Context: an optimization exercise on an open-source flow, tuned for small area and a short achievable clock period. The choices shown serve that exercise and are no tape-out recipe. Where RTL was checked, it was by simulation tests only, not by an equivalence proof against the original.

==> flow/design.v (excerpt) <==
module voice_synth #(
    parameter NV = 4,     
    parameter W  = 16,    
    parameter P  = 8,     
    parameter PW = 12,    
    parameter DW = 16     
) (
    input  wire             clk,
    input  wire             rst,
    input  wire [DW-1:0]    cfg_divisor,
    input  wire [NV-1:0]    cfg_kind,
    input  wire [NV*PW-1:0] cfg_period,
    input  wire             tx_ready,
    output wire [P-1:0]     tx_data,
    output reg              tx_accept
);
For scale: about 1900 cells after synthesis, ~190 flip-flops, about 80 I/O pins, ~18000 um^2 of cells after synthesis.
==> module synth_osc, before the edit <==
module synth_osc (
    input  wire        clk,
    input  wire        rst,
    input  wire        kind_in,    
    input  wire [11:0] period_in,
    input  wire        use_beta,   
    input  wire [1:0]  sel,        
    input  wire        adv,        
    output wire [3:0]  digit,
    output wire        e
);
    reg [10:0] h;
    reg        kind;
    reg [10:0] beta;    
    reg [1:0]  a;
    reg [10:0] r;
    always @(posedge clk) begin
        h    <= period_in[11:1];
        kind <= kind_in;
    end
    wire z  = &beta;           
    wire hz = ~|h;             
    wire [15:0] nb = {5'b11111, ~beta};
    reg  [3:0]  nbits;
    always @(*) begin
        case (sel)
            2'd0: nbits = nb[15:12];
            2'd1: nbits = nb[11:8];
            2'd2: nbits = nb[7:4];
            default: nbits = nb[3:0];
        endcase
    end
    function [11:0] dstep(input [10:0] rin, input nbit, input [10:0] hh);
        reg [11:0] t;
        reg [12:0] d;
        begin
            t = {rin, nbit};
            d = {1'b0, t} - {2'b0, hh};
            dstep = d[12] ? {1'b0, t[10:0]} : {1'b1, d[10:0]};
        end
    endfunction
    function [11:0] dstep_r(input [10:0] rin, input nbit, input [10:0] hh);
        reg [11:0] t;
        reg [11:0] d;
        reg        bw;
        integer    i;
        begin
            t  = {rin, nbit};
            bw = 1'b0;
            for (i = 0; i < 11; i = i + 1) begin
                d[i] = t[i] ^ hh[i] ^ bw;
                bw   = (~t[i] & hh[i]) | (~(t[i] ^ hh[i]) & bw);
            end
            bw = ~t[11] & bw;
            dstep_r = bw ? {1'b0, t[10:0]} : {1'b1, d[10:0]};
        end
    endfunction
    wire [10:0] r0 = use_beta ? beta : r;
    localparam [3:0] RM = 4'b0011;
    wire [11:0] s1 = RM[3] ? dstep_r(r0,       nbits[3], h) : dstep(r0,       nbits[3], h);
    wire [11:0] s2 = RM[2] ? dstep_r(s1[10:0], nbits[2], h) : dstep(s1[10:0], nbits[2], h);
    wire [11:0] s3 = RM[1] ? dstep_r(s2[10:0], nbits[1], h) : dstep(s2[10:0], nbits[1], h);
    wire [11:0] s4 = RM[0] ? dstep_r(s3[10:0], nbits[0], h) : dstep(s3[10:0], nbits[0], h);
    always @(posedge clk)
        r <= s4[10:0];
    wire a1 = (a == 2'd1);
    wire a2 = (a == 2'd2);
    wire en = kind & ~z;
    wire cm = kind ? (~a1 | z) : ((a1 & ~z) | a2);
    assign e = kind & ~(a1 & z);
    assign digit = {4{cm}} ^ ({s1[11], s2[11], s3[11], s4[11]} & {4{en}});
    reg [10:0] binc;
    reg [10:0] b2;
    reg        cy;
    integer    k;
    always @(*) begin
        cy = 1'b1;
        for (k = 0; k < 11; k = k + 1) begin
            binc[k] = beta[k] ^ cy;
            cy      = beta[k] & cy;
        end
        b2[0] = beta[0];
        cy = 1'b1;
        for (k = 1; k < 11; k = k + 1) begin
            b2[k] = beta[k] ^ cy;
            cy    = beta[k] & cy;
        end
    end
    wire last = (b2 == h);
    wire wrap = hz | last | a2;
    always @(posedge clk) begin
        if (rst) begin
            a    <= 2'd0;
            beta <= 11'h7ff;
        end else if (adv) begin
            beta <= wrap ? 11'h7ff : binc;
            if (wrap)
                a <= (hz | a2) ? 2'd0 : (a == 2'd0) ? 2'd1 : (period_in[0] ? 2'd2 : 2'd0);
        end
    end
endmodule
Settings: LEC_CHECK=0, CAP_MARGIN=20, CORE_MARGIN=2, CORE_UTILIZATION=40, SLEW_MARGIN=20; clock period 90.0 ns.
run.sh (not shown) runs the stock make flow with config.mk's settings and CLKGATE_MAP_FILE= SYNTH_SCRIPT=/design/flow/synth_recipe.tcl, a recipe that flattens the netlist after the stock synthesis.
The baseline finished clean.
==> next run, changes <==
--- a/flow/design.v
+++ b/flow/design.v
@@ -54,11 +54,11 @@
             bw = ~t[11] & bw;
             dstep_r = bw ? {1'b0, t[10:0]} : {1'b1, d[10:0]};
         end
     endfunction
     wire [10:0] r0 = use_beta ? beta : r;
-    localparam [3:0] RM = 4'b0011;
+    localparam [3:0] RM = 4'b1100;
     wire [11:0] s1 = RM[3] ? dstep_r(r0,       nbits[3], h) : dstep(r0,       nbits[3], h);
     wire [11:0] s2 = RM[2] ? dstep_r(s1[10:0], nbits[2], h) : dstep(s1[10:0], nbits[2], h);
     wire [11:0] s3 = RM[1] ? dstep_r(s2[10:0], nbits[1], h) : dstep(s2[10:0], nbits[1], h);
     wire [11:0] s4 = RM[0] ? dstep_r(s3[10:0], nbits[0], h) : dstep(s3[10:0], nbits[0], h);
     always @(posedge clk)
The new run finished clean. Fmax falls slightly. Area after synthesis falls by a few percent. Die area falls by a few percent. Core utilization is about the same. Global-route usage falls by 0.48 points. Final area falls by a few percent. Via count falls by a few percent. Final cell count falls by a few percent.
Function was not checked in any run of this note: the RTL went through the layout flow alone.

* * *

The RTL this note starts from:
==> flow/design.v <==
module synth_osc (
    input  wire        clk,
    input  wire        rst,
    input  wire        kind_in,    
    input  wire [11:0] period_in,
    input  wire        use_beta,   
    input  wire        it2,        
    input  wire        it3,        
    input  wire        adv,        
    output wire [3:0]  digit,
    output wire        e
);
    reg [10:0] h;
    reg        kind;
    reg [10:0] beta;    
    reg [1:0]  a;
    reg [10:0] r;
    always @(posedge clk) begin
        h    <= period_in[11:1];
        kind <= kind_in;
    end
    wire z  = &beta;           
    wire hz = ~|h;             
    wire [15:0] nb = {5'b11111, ~beta};
    wire [3:0]  nbits = use_beta ? nb[15:12] : it2 ? nb[11:8] : it3 ? nb[7:4] : nb[3:0];
    function [11:0] dstep(input [10:0] rin, input nbit, input [10:0] hh);
        reg [11:0] t;
        reg [12:0] d;
        begin
            t = {rin, nbit};
            d = {1'b0, t} - {2'b0, hh};
            dstep = d[12] ? {1'b0, t[10:0]} : {1'b1, d[10:0]};
        end
    endfunction
    function [11:0] dstep_r(input [10:0] rin, input nbit, input [10:0] hh);
        reg [11:0] t;
        reg [11:0] d;
        reg        bw;
        integer    i;
        begin
            t  = {rin, nbit};
            bw = 1'b0;
            for (i = 0; i < 11; i = i + 1) begin
                d[i] = t[i] ^ hh[i] ^ bw;
                bw   = (~t[i] & hh[i]) | (~(t[i] ^ hh[i]) & bw);
            end
            bw = ~t[11] & bw;
            dstep_r = bw ? {1'b0, t[10:0]} : {1'b1, d[10:0]};
        end
    endfunction
    wire [10:0] r0 = use_beta ? beta : r;
    localparam [3:0] RM = 4'b0111;
    wire [11:0] s1 = RM[3] ? dstep_r(r0,       nbits[3], h) : dstep(r0,       nbits[3], h);
    wire [11:0] s2 = RM[2] ? dstep_r(s1[10:0], nbits[2], h) : dstep(s1[10:0], nbits[2], h);
    wire [11:0] s3 = RM[1] ? dstep_r(s2[10:0], nbits[1], h) : dstep(s2[10:0], nbits[1], h);
    wire [11:0] s4 = RM[0] ? dstep_r(s3[10:0], nbits[0], h) : dstep(s3[10:0], nbits[0], h);
    always @(posedge clk)
        r <= s4[10:0];
    wire a1 = (a == 2'd1);
    wire a2 = (a == 2'd2);
    wire en = kind & ~z;
    wire cm = kind ? (~a1 | z) : ((a1 & ~z) | a2);
    assign e = kind & ~(a1 & z);
    assign digit = {4{cm}} ^ ({s1[11], s2[11], s3[11], s4[11]} & {4{en}});
    reg [10:0] binc;
    reg [10:0] b2;
    reg        cy;
    integer    k;
    always @(*) begin
        cy = 1'b1;
        for (k = 0; k < 11; k = k + 1) begin
            binc[k] = beta[k] ^ cy;
            cy      = beta[k] & cy;
        end
        b2[0] = beta[0];
        cy = 1'b1;
        for (k = 1; k < 11; k = k + 1) begin
            b2[k] = beta[k] ^ cy;
            cy    = beta[k] & cy;
        end
    end
    wire last = (b2 == h);
    wire wrap = hz | last | a2;
    always @(posedge clk) begin
        if (rst) begin
            a    <= 2'd0;
            beta <= 11'h7ff;
        end else if (adv) begin
            beta <= wrap ? 11'h7ff : binc;
            if (wrap)
                a <= (hz | a2) ? 2'd0 : (a == 2'd0) ? 2'd1 : (period_in[0] ? 2'd2 : 2'd0);
        end
    end
endmodule
module voice_synth #(
    parameter NV = 4,     
    parameter W  = 16,    
    parameter P  = 8,     
    parameter PW = 12,    
    parameter DW = 16     
) (
    input  wire             clk,
    input  wire             rst,
    input  wire [DW-1:0]    cfg_divisor,
    input  wire [NV-1:0]    cfg_kind,
    input  wire [NV*PW-1:0] cfg_period,
    input  wire             tx_ready,
    output wire [P-1:0]     tx_data,
    output reg              tx_accept
);
    localparam [1:0] S_COMPUTE = 2'd0, S_WAITING = 2'd1, S_READY = 2'd2;
    localparam [1:0] M_COMPUTE = 2'd0, M_SENDACK = 2'd1, M_IDLE = 2'd2;
    reg  [1:0]  vstate;
    reg  [1:0]  mstate;
    reg         ack;
    reg  [15:0] div;
    reg  [7:0]  out_byte;
    reg         idle, it2, it3, it4, fin;
    reg  [17:0] acc;
    assign tx_data = out_byte;
    wire [15:0] digits;
    wire [3:0]  es;
    genvar g;
    generate
        for (g = 0; g < 4; g = g + 1) begin : voice
            synth_osc osc (
                .clk       (clk),
                .rst       (rst),
                .kind_in   (cfg_kind[g]),
                .period_in (cfg_period[g*12 +: 12]),
                .use_beta  (idle),
                .it2       (it2),
                .it3       (it3),
                .adv       (it4),
                .digit     (digits[g*4 +: 4]),
                .e         (es[g])
            );
        end
    endgenerate
    wire [4:0] early  = {2'b0, digits[3:1]} + {2'b0, digits[7:5]}
                      + {2'b0, digits[11:9]} + {2'b0, digits[15:13]};
    wire [6:0] dearly = {1'b0, early, 1'b0} - (it4 ? (es[0] + es[1] + es[2] + es[3]) : 3'd0);
    reg  [6:0] dreg;      
    reg  [3:0] dlate;     
    wire [6:0] dsum_r = dreg + (dlate[0] + dlate[1] + dlate[2] + dlate[3]);
    reg [17:0] step;
    reg        cy;
    integer    k;
    always @(*) begin
        step[3:0] = dsum_r[3:0];
        cy = 1'b0;
        for (k = 4; k < 18; k = k + 1) begin
            step[k] = acc[k-4] ^ dsum_r[k > 6 ? 6 : k] ^ cy;
            cy      = (acc[k-4] & dsum_r[k > 6 ? 6 : k]) | ((acc[k-4] ^ dsum_r[k > 6 ? 6 : k]) & cy);
        end
    end
    reg [9:0] acc0;
    reg [6:0] dreg0;
    always @(*) begin
        case (cfg_kind)
            4'b0000: begin acc0 = 10'd0;   dreg0 = 7'd0;  end
            4'b0001, 4'b0010, 4'b0100, 4'b1000:
                     begin acc0 = 10'd255; dreg0 = 7'd15; end
            4'b0111, 4'b1011, 4'b1101, 4'b1110:
                     begin acc0 = 10'd765; dreg0 = 7'd45; end
            4'b1111: begin acc0 = 10'd1020; dreg0 = 7'd60; end
            default: begin acc0 = 10'd510; dreg0 = 7'd30; end
        endcase
    end
    wire accept = (mstate == M_SENDACK) & tx_ready;
    always @(posedge clk) begin
        if (rst) begin
            idle <= 1'b0;
            it2  <= 1'b0;
            it3  <= 1'b0;
            it4  <= 1'b1;
            fin  <= 1'b0;
            acc   <= {8'd0, acc0};
            dreg  <= dreg0;
            dlate <= 4'd0;
        end else begin
            idle <= (idle & ~accept) | it4;
            it2  <= idle & accept;
            it3  <= it2;
            it4  <= it3;
            fin  <= it4;
            dreg  <= dearly;
            dlate <= {digits[0], digits[4], digits[8], digits[12]};
            if (it2)
                acc <= {11'd0, dsum_r};
            else if (it3 | it4 | fin)
                acc <= step;
        end
    end
    wire [7:0] sum_byte = fin ? step[17:10] : acc[17:10];
    reg [15:0] dinc;
    reg        dc;
    always @(*) begin
        dc = 1'b1;
        for (k = 0; k < 16; k = k + 1) begin
            dinc[k] = div[k] ^ dc;
            dc      = div[k] & dc;
        end
    end
    always @(posedge clk) begin
        if (rst) begin
            vstate    <= S_COMPUTE;
            mstate    <= M_COMPUTE;
            div       <= 16'd0;
            out_byte  <= 8'd0;
            ack       <= 1'b0;
            tx_accept <= 1'b0;
        end else begin
            div <= (dinc == cfg_divisor) ? 16'd0 : dinc;
            case (vstate)
                S_COMPUTE: vstate <= S_WAITING;
                S_WAITING: if (!ack) vstate <= S_READY;
                S_READY:   if (ack)  vstate <= S_COMPUTE;
                default:   vstate <= S_COMPUTE;
            endcase
            case (mstate)
                M_COMPUTE: if (vstate == S_READY) mstate <= M_SENDACK;
                M_SENDACK: begin
                    ack <= 1'b1;
                    if (tx_ready) begin
                        out_byte  <= sum_byte;
                        tx_accept <= 1'b1;
                        mstate    <= M_IDLE;
                    end
                end
                M_IDLE: begin
                    ack       <= 1'b0;
                    tx_accept <= 1'b0;
                    if (div == 16'd0)
                        mstate <= M_COMPUTE;
                end
                default: mstate <= M_COMPUTE;
            endcase
        end
    end
endmodule
==> flow/config.mk <==
export PLATFORM = sky130hd
export DESIGN_NAME = voice_synth
export DESIGN_NICKNAME = voice_synth
export VERILOG_FILES = /design/flow/design.v
export SDC_FILE = /design/flow/constraint.sdc
export NUM_CORES = 4
export LEC_CHECK = 0
export CAP_MARGIN = 20
export CORE_MARGIN = 2
export CORE_UTILIZATION = 40
export CTS_BUF_LIST = sky130_fd_sc_hd__clkbuf_8
export CTS_CLUSTER_DIAMETER = 80
export CTS_CLUSTER_SIZE = 20
export SLEW_MARGIN = 20
==> flow/constraint.sdc <==
create_clock -name core_clock -period 90.0 [get_ports {clk}]
set_input_delay 18.0000 -clock core_clock [delete_from_list [all_inputs] [get_ports {clk}]]
set_output_delay 18.0000 -clock core_clock [all_outputs]
set_load 0.01 [all_outputs]
standard.sh (not shown) runs the stock make flow with config.mk's settings and CLKGATE_MAP_FILE= SYNTH_SCRIPT=/design/flow/synth_recipe.tcl, a recipe that flattens the netlist after the stock synthesis.
==> flow/flow/run.sh <==
#!/bin/bash
# The standard layout (the standard.sh, unchanged synthesis), with the
# port buffers made of sky130_fd_sc_hd__buf_1 instead of the default cell.
set -euo pipefail
bash standard.sh BUFFER_PORTS_ARGS="-buffer_cell sky130_fd_sc_hd__buf_1" finish > standard.log 2>&1
The baseline went through all stages and came out clean.
Edit:
--- a/flow/design.v
+++ b/flow/design.v
@@ -11,5 +11,5 @@
     output wire        e
 );
-    reg [10:0] h;
+    reg [10:0] hn;      
     reg        kind;
     reg [10:0] beta;    
@@ -17,42 +17,41 @@
     reg [10:0] r;
     always @(posedge clk) begin
-        h    <= period_in[11:1];
+        hn   <= ~period_in[11:1];
         kind <= kind_in;
     end
     wire z  = &beta;           
-    wire hz = ~|h;             
+    wire hz = &hn;             
     wire [15:0] nb = {5'b11111, ~beta};
     wire [3:0]  nbits = use_beta ? nb[15:12] : it2 ? nb[11:8] : it3 ? nb[7:4] : nb[3:0];
-    function [11:0] dstep(input [10:0] rin, input nbit, input [10:0] hh);
+    function [11:0] dstep(input [10:0] rin, input nbit, input [10:0] hnn);
         reg [11:0] t;
         reg [12:0] d;
         begin
             t = {rin, nbit};
-            d = {1'b0, t} - {2'b0, hh};
-            dstep = d[12] ? {1'b0, t[10:0]} : {1'b1, d[10:0]};
+            d = {1'b0, t} + {2'b01, hnn} + 13'd1;
+            dstep = d[12] ? {1'b1, d[10:0]} : {1'b0, t[10:0]};
         end
     endfunction
-    function [11:0] dstep_r(input [10:0] rin, input nbit, input [10:0] hh);
+    function [11:0] dstep_r(input [10:0] rin, input nbit, input [10:0] hnn);
         reg [11:0] t;
         reg [11:0] d;
-        reg        bw;
+        reg        c;
         integer    i;
         begin
-            t  = {rin, nbit};
-            bw = 1'b0;
+            t = {rin, nbit};
+            c = 1'b1;
             for (i = 0; i < 11; i = i + 1) begin
-                d[i] = t[i] ^ hh[i] ^ bw;
-                bw   = (~t[i] & hh[i]) | (~(t[i] ^ hh[i]) & bw);
+                d[i] = t[i] ^ hnn[i] ^ c;
+                c    = (t[i] & hnn[i]) | ((t[i] ^ hnn[i]) & c);
             end
-            bw = ~t[11] & bw;
-            dstep_r = bw ? {1'b0, t[10:0]} : {1'b1, d[10:0]};
+            c = t[11] | c;
+            dstep_r = c ? {1'b1, d[10:0]} : {1'b0, t[10:0]};
         end
     endfunction
     wire [10:0] r0 = use_beta ? beta : r;
-    localparam [3:0] RM = 4'b0111;
-    wire [11:0] s1 = RM[3] ? dstep_r(r0,       nbits[3], h) : dstep(r0,       nbits[3], h);
-    wire [11:0] s2 = RM[2] ? dstep_r(s1[10:0], nbits[2], h) : dstep(s1[10:0], nbits[2], h);
-    wire [11:0] s3 = RM[1] ? dstep_r(s2[10:0], nbits[1], h) : dstep(s2[10:0], nbits[1], h);
-    wire [11:0] s4 = RM[0] ? dstep_r(s3[10:0], nbits[0], h) : dstep(s3[10:0], nbits[0], h);
+    wire [11:0] s1 = dstep  (r0,       nbits[3], hn);
+    wire [11:0] s2 = dstep_r(s1[10:0], nbits[2], hn);
+    wire [11:0] s3 = dstep_r(s2[10:0], nbits[1], hn);
+    wire [11:0] s4 = dstep_r(s3[10:0], nbits[0], hn);
     always @(posedge clk)
         r <= s4[10:0];
@@ -80,5 +79,5 @@
         end
     end
-    wire last = (b2 == h);
+    wire last = (b2 == ~hn);
     wire wrap = hz | last | a2;
     always @(posedge clk) begin
@@ -116,5 +115,6 @@
     reg  [15:0] div;
     reg  [7:0]  out_byte;
-    reg         idle, it2, it3, it4, fin;
+    reg         idle, it3, it4, fin;
+    wire        it2 = tx_accept;    
     reg  [17:0] acc;
     assign tx_data = out_byte;
@@ -172,5 +172,4 @@
         if (rst) begin
             idle <= 1'b0;
-            it2  <= 1'b0;
             it3  <= 1'b0;
             it4  <= 1'b1;
@@ -181,5 +180,4 @@
         end else begin
             idle <= (idle & ~accept) | it4;
-            it2  <= idle & accept;
             it3  <= it2;
             it4  <= it3;
Hold slack gets worse by 0.0055 ns; global-route usage went down by 0.31 points; final area stays flat; cell count barely changes; clock-buffer cell count stays the same; via count falls by 0.60%; wire length is lower by 0.59%; critical path depth went up by 1; first-iteration DRC count shrinks by 26%.

==> re-timing with driven ports <==
How much do the figures lean on ideal ports? The routed layouts below were timed once more, with nothing changed but the port constraints. Step 1, drivers: a clkbuf_16 drives clk and a buf_2 each remaining input, both assumed. Step 2 adds t to the input delays and takes it off the output delays; t is the mean of the earliest and latest rising clock arrival at the registers after step 1. Input paths then give back, and output paths get back, about the clock's delay inside the block. Three values: ideal ports, drivers, drivers and shift; two values: the first two.
run	shift t [ns]	setup WS [ns]	hold slack, ns	pins driven straight from the clock port
the first run of note 1	0.540	70.149 / 70.149 / 70.149	0.459 / 0.459 / 0.459	1
the second run of note 1	0.540	69.880 / 69.880 / 69.880	0.456 / 0.456 / 0.456	1
the first run of note 2	0.631	70.867 / 70.817 / 70.447	0.456 / 0.456 / 0.456	1
the second run of note 2	0.625	70.508 / 70.457 / 70.363	0.451 / 0.451 / 0.451	1
After both steps setup and hold are still met in every run listed. For the first run of note 2, which loses most, drivers alone change the setup slack by -0.050 ns; drivers and shift together by -0.420 ns.
